From an optimization exercise on the open Yosys and OpenROAD flow, aimed at small area, a short achievable clock period and few clock cycles per item; shortcuts taken in it are not production practice.
Where RTL was checked, it was by simulation tests only, not by an equivalence proof against the original.
Power and IR drop assume default switching activity.

Design radio_mode_fsm, start of the top module:
module radio_mode_fsm #(
    parameter [7:0]  CHANNEL_RESET = 8'h0B,
    parameter [15:0] CCACFG_RESET  = 16'h0000
) (
    input  wire        clk,
    input  wire        rst,             
    input  wire        in_valid,
    output wire        in_ready,
    input  wire        in_kind,         
    input  wire [31:0] in_word,
    input  wire [31:0] in_arg,
    input  wire        in_abortable,    
    input  wire        in_ack_req,      
    input  wire [31:0] pool_handle,
    output wire        pool_take,
    output wire        rsp_valid,
    output wire [31:0] rsp_word,
    output wire        out_valid,
    output wire [31:0] out_w0,
    output wire [31:0] out_w1,
    output wire [1:0]  need,
    output reg  [7:0]  hw_channel,
    output reg  [15:0] hw_cca,
    output wire [7:0]  fault
);
    localparam [4:0] ST_DIS   = 5'b00_000, ST_SLEEP = 5'b00_001,
                     ST_WT    = 5'b01_000, ST_WRF   = 5'b01_001,
                     ST_RXH   = 5'b01_010, ST_RXF   = 5'b01_011,
                     ST_ED    = 5'b01_100, ST_CCA   = 5'b01_101,
                     ST_TXACK = 5'b10_000, ST_CCATX = 5'b10_001,
                     ST_TXF   = 5'b10_010, ST_RXACK = 5'b10_011,
                     ST_CC    = 5'b10_100;
    localparam [3:0] E_RXS  = 4'b0000, E_DIS  = 4'b0001,
  ...
==> flow/config.mk <==
export PLATFORM = sky130hd
export DESIGN_NAME = radio_mode_fsm
export DESIGN_NICKNAME = radio_mode_fsm
export VERILOG_FILES = /design/flow/design.v
export SDC_FILE = /design/flow/constraint.sdc
export NUM_CORES = 4
export LEC_CHECK = 0
export ABC_AREA = 1
export CAP_MARGIN = 20
export CORE_MARGIN = 2
export CORE_UTILIZATION = 40
export PLACE_DENSITY = 0.6
export SETUP_SLACK_MARGIN = 5.0
export SLEW_MARGIN = 20
export TNS_END_PERCENT = 5
==> flow/constraint.sdc <==
create_clock -name core_clock -period 8.0 [get_ports {clk}]
set_input_delay 1.6000 -clock core_clock [delete_from_list [all_inputs] [get_ports {clk}]]
set_output_delay 1.6000 -clock core_clock [all_outputs]
set_load 0.01 [all_outputs]
standard.sh (not shown) runs the stock make flow with config.mk's settings and CLKGATE_MAP_FILE= SYNTH_SCRIPT=/design/flow/synth_recipe.tcl, a recipe that flattens the netlist after the stock synthesis.
==> flow/flow/run.sh <==
#!/bin/bash
# The standard layout (standard.sh), with every port buffered by a
# sky130_fd_sc_hd__buf_1 instead of the cell buffer_ports picks by default.
set -euo pipefail
export BUFFER_PORTS_ARGS="-buffer_cell sky130_fd_sc_hd__buf_1"
bash standard.sh > standard.log 2>&1
Testbench counts at the start, summed over its fixed seeds: cycles 33,598, items 32,000.
Rerun with:
- TNS_END_PERCENT: 5 -> not set
=> Wire length barely changes. Core utilization grows by 0.52 points. First-iteration DRC count shrinks by a little under a tenth. Cell count stays flat. Register-to-register slack improves by 0.10 ns. Global-route usage barely changes. Sequential share of layout area shrinks by 0.42 points. Sequential power barely changes.
Rerun with:
- SETUP_SLACK_MARGIN: 5.0 -> 4.5
Effect: Core utilization falls by 2.8 points. Setup slack got worse by 0.29 ns. Global-route usage falls by 0.71 points. Cell count falls by 1.8%. Non-clock buffer count falls by 39. Final area falls by 5.7%. Sequential power hardly moves. Routed wire length falls by 3.8%. Maximum frequency falls by 8.4%. Via count falls by 2.0%.

* * *

job 3220:
Another version of the RTL of radio_mode_fsm (not shown whole).
For scale: ~1,500 cells after synthesis, about 240 I/O pins, roughly 12,000 sq um of cells after synthesis.
Settings: LEC_CHECK=0, ABC_AREA=1, CAP_MARGIN=20, CORE_MARGIN=2, CORE_UTILIZATION=45, CTS_BUF_LIST=sky130_fd_sc_hd__clkbuf_4, PLACE_DENSITY=0.7, SETUP_SLACK_MARGIN=5.0, SLEW_MARGIN=20; clock period 8.0 ns.
Scripts as last shown in full above: flow/flow/run.sh
Testbench counts of job 3220, summed over its fixed seeds: cycles 33,341, items 32,000.
Changes in job 3020 relative to job 3220:
Settings: PLACE_DENSITY: 0.7 -> 0.65; CORE_UTILIZATION: 45 -> 50; CTS_BUF_LIST: sky130_fd_sc_hd__clkbuf_4 -> sky130_fd_sc_hd__clkbuf_8.
Job 3020 has count of buffer and inverter cells on the critical path above what job 3220 had.
Min die outline area across job 3220 and job 3020: job 3020
Number of detailed-routing iterations run before antenna repair, job 3220 and job 3020, lower one = job 3020.
### job 3020 -> job 7519
Settings: a change of CTS_BUF_LIST from sky130_fd_sc_hd__clkbuf_8 to sky130_fd_sc_hd__clkbuf_4.
Looking at total length of routed met2 wires, job 7519 sits 2.4% below job 3020. Combinational fraction of design power came out lower on job 7519 than on job 3020. Looking at global-route usage, job 7519 sits 0.23 points lower than job 3020 does. From job 3020 to job 7519 the numbers moved as follows: proportion of cell area occupied by registers has increased; cell count has increased. Job 7519 gives more maximum frequency than job 3020 did. Job 7519: critical path depth is 5 higher than what job 3020 reported. Diff job 3020..job 7519 | sequential cell count | unchanged. Going from job 3020 to job 7519, diode insertion count for antenna repair saw an increase, fraction of met3 tracks used by global routing up 1.4 points. Slowest stage cell on the critical path: sky130_fd_sc_hd__nor3_1 -> job 7519, sky130_fd_sc_hd__a31oi_4 -> job 3020.

* * *

Another version of the RTL of radio_mode_fsm (not shown whole).
Size: about 1200 cells after synthesis, roughly 240 flip-flops.
clock: 8.0 ns
lec_check: 0
cap_margin: 20
core_margin: 2
core_utilization: 40
place_density: 0.6
setup_slack_margin: 4.5
slew_margin: 20
run.sh (not shown) runs the stock make flow with config.mk's settings and CLKGATE_MAP_FILE= SYNTH_SCRIPT=/design/flow/synth_recipe.tcl, a recipe that flattens the netlist after the stock synthesis.
Stock flow here: none of the scripts above is used.
The baseline ran to the end with no violations.
Rerun with:
==> flow/flow/run.sh (new file) <==
#!/bin/bash
# The standard layout (standard.sh), with every port buffered by a
# sky130_fd_sc_hd__buf_1 instead of the cell buffer_ports picks by default.
set -euo pipefail
export BUFFER_PORTS_ARGS="-buffer_cell sky130_fd_sc_hd__buf_1"
bash standard.sh > standard.log 2>&1
==> flow/standard.sh (new file) <==
#!/bin/bash
# synth_recipe.tcl (not shown) runs the flow's synth.tcl, then flattens the netlist and writes it again
# the make line also repeats each setting of config.mk as NAME=value (left out here)
make -C /OpenROAD-flow-scripts/flow DESIGN_CONFIG=/design/flow/config.mk WORK_HOME=/design/flow/orfs CLKGATE_MAP_FILE= SYNTH_SCRIPT=/design/flow/synth_recipe.tcl "${@:-finish}"
SETUP_SLACK_MARGIN = 5.0   (was 4.5)
removed: flow/run.sh
Outcome:
- The new run completed without violations
- fmax goes down by 0.75%
- utilization goes down by 4.6 points
- worst setup slack is worse by 0.030 ns
- final area goes down by 8.1%
- final cell count goes down by 1.1%
Function was not checked in any run of this note: the RTL went through the layout flow alone.

## what the ideal ports hide
The flow's constraints put no driver on any port. The routed layouts listed below were extracted and timed again, unchanged, in two steps. Step 1 (the two cells are an assumption about what drives the block):
set clk [get_ports {clk}]
set_driving_cell -lib_cell sky130_fd_sc_hd__clkbuf_16 $clk
set_driving_cell -lib_cell sky130_fd_sc_hd__buf_2 [delete_from_list [all_inputs] $clk]
Step 2 adds t to the input delays and takes it off the output delays; t is the mean of the earliest and latest rising clock arrival at the registers after step 1. Input paths then give back, and output paths get back, about the clock's delay inside the block. a / b / c = ideal / step 1 / step 2; a / b = the first two.
run	t (ns)	slack for setup (ns)	clock arrival spread, ns
the first run of note 1	0.591	4.842 / 4.838 / 4.246	0.025 / 0.025
the second run of note 1	0.609	4.863 / 4.857 / 4.248	0.016 / 0.016
the third run of note 1	0.591	4.577 / 4.585 / 3.994	0.021 / 0.020
job 3220	0.711	4.967 / 4.983 / 4.272	0.061 / 0.060
job 3020	0.587	4.931 / 4.911 / 4.324	0.027 / 0.027
job 7519	0.700	5.033 / 5.033 / 4.333	0.042 / 0.043
the first run of note 3	0.598	4.009 / 4.000 / 3.402	0.009 / 0.010
the second run of note 3	0.584	3.979 / 3.978 / 3.394	0.008 / 0.008
After both steps every run listed still meets setup and hold. The setup slack of job 7519, which loses most, moves by 0.000 ns with the drivers and by -0.700 ns with both steps.
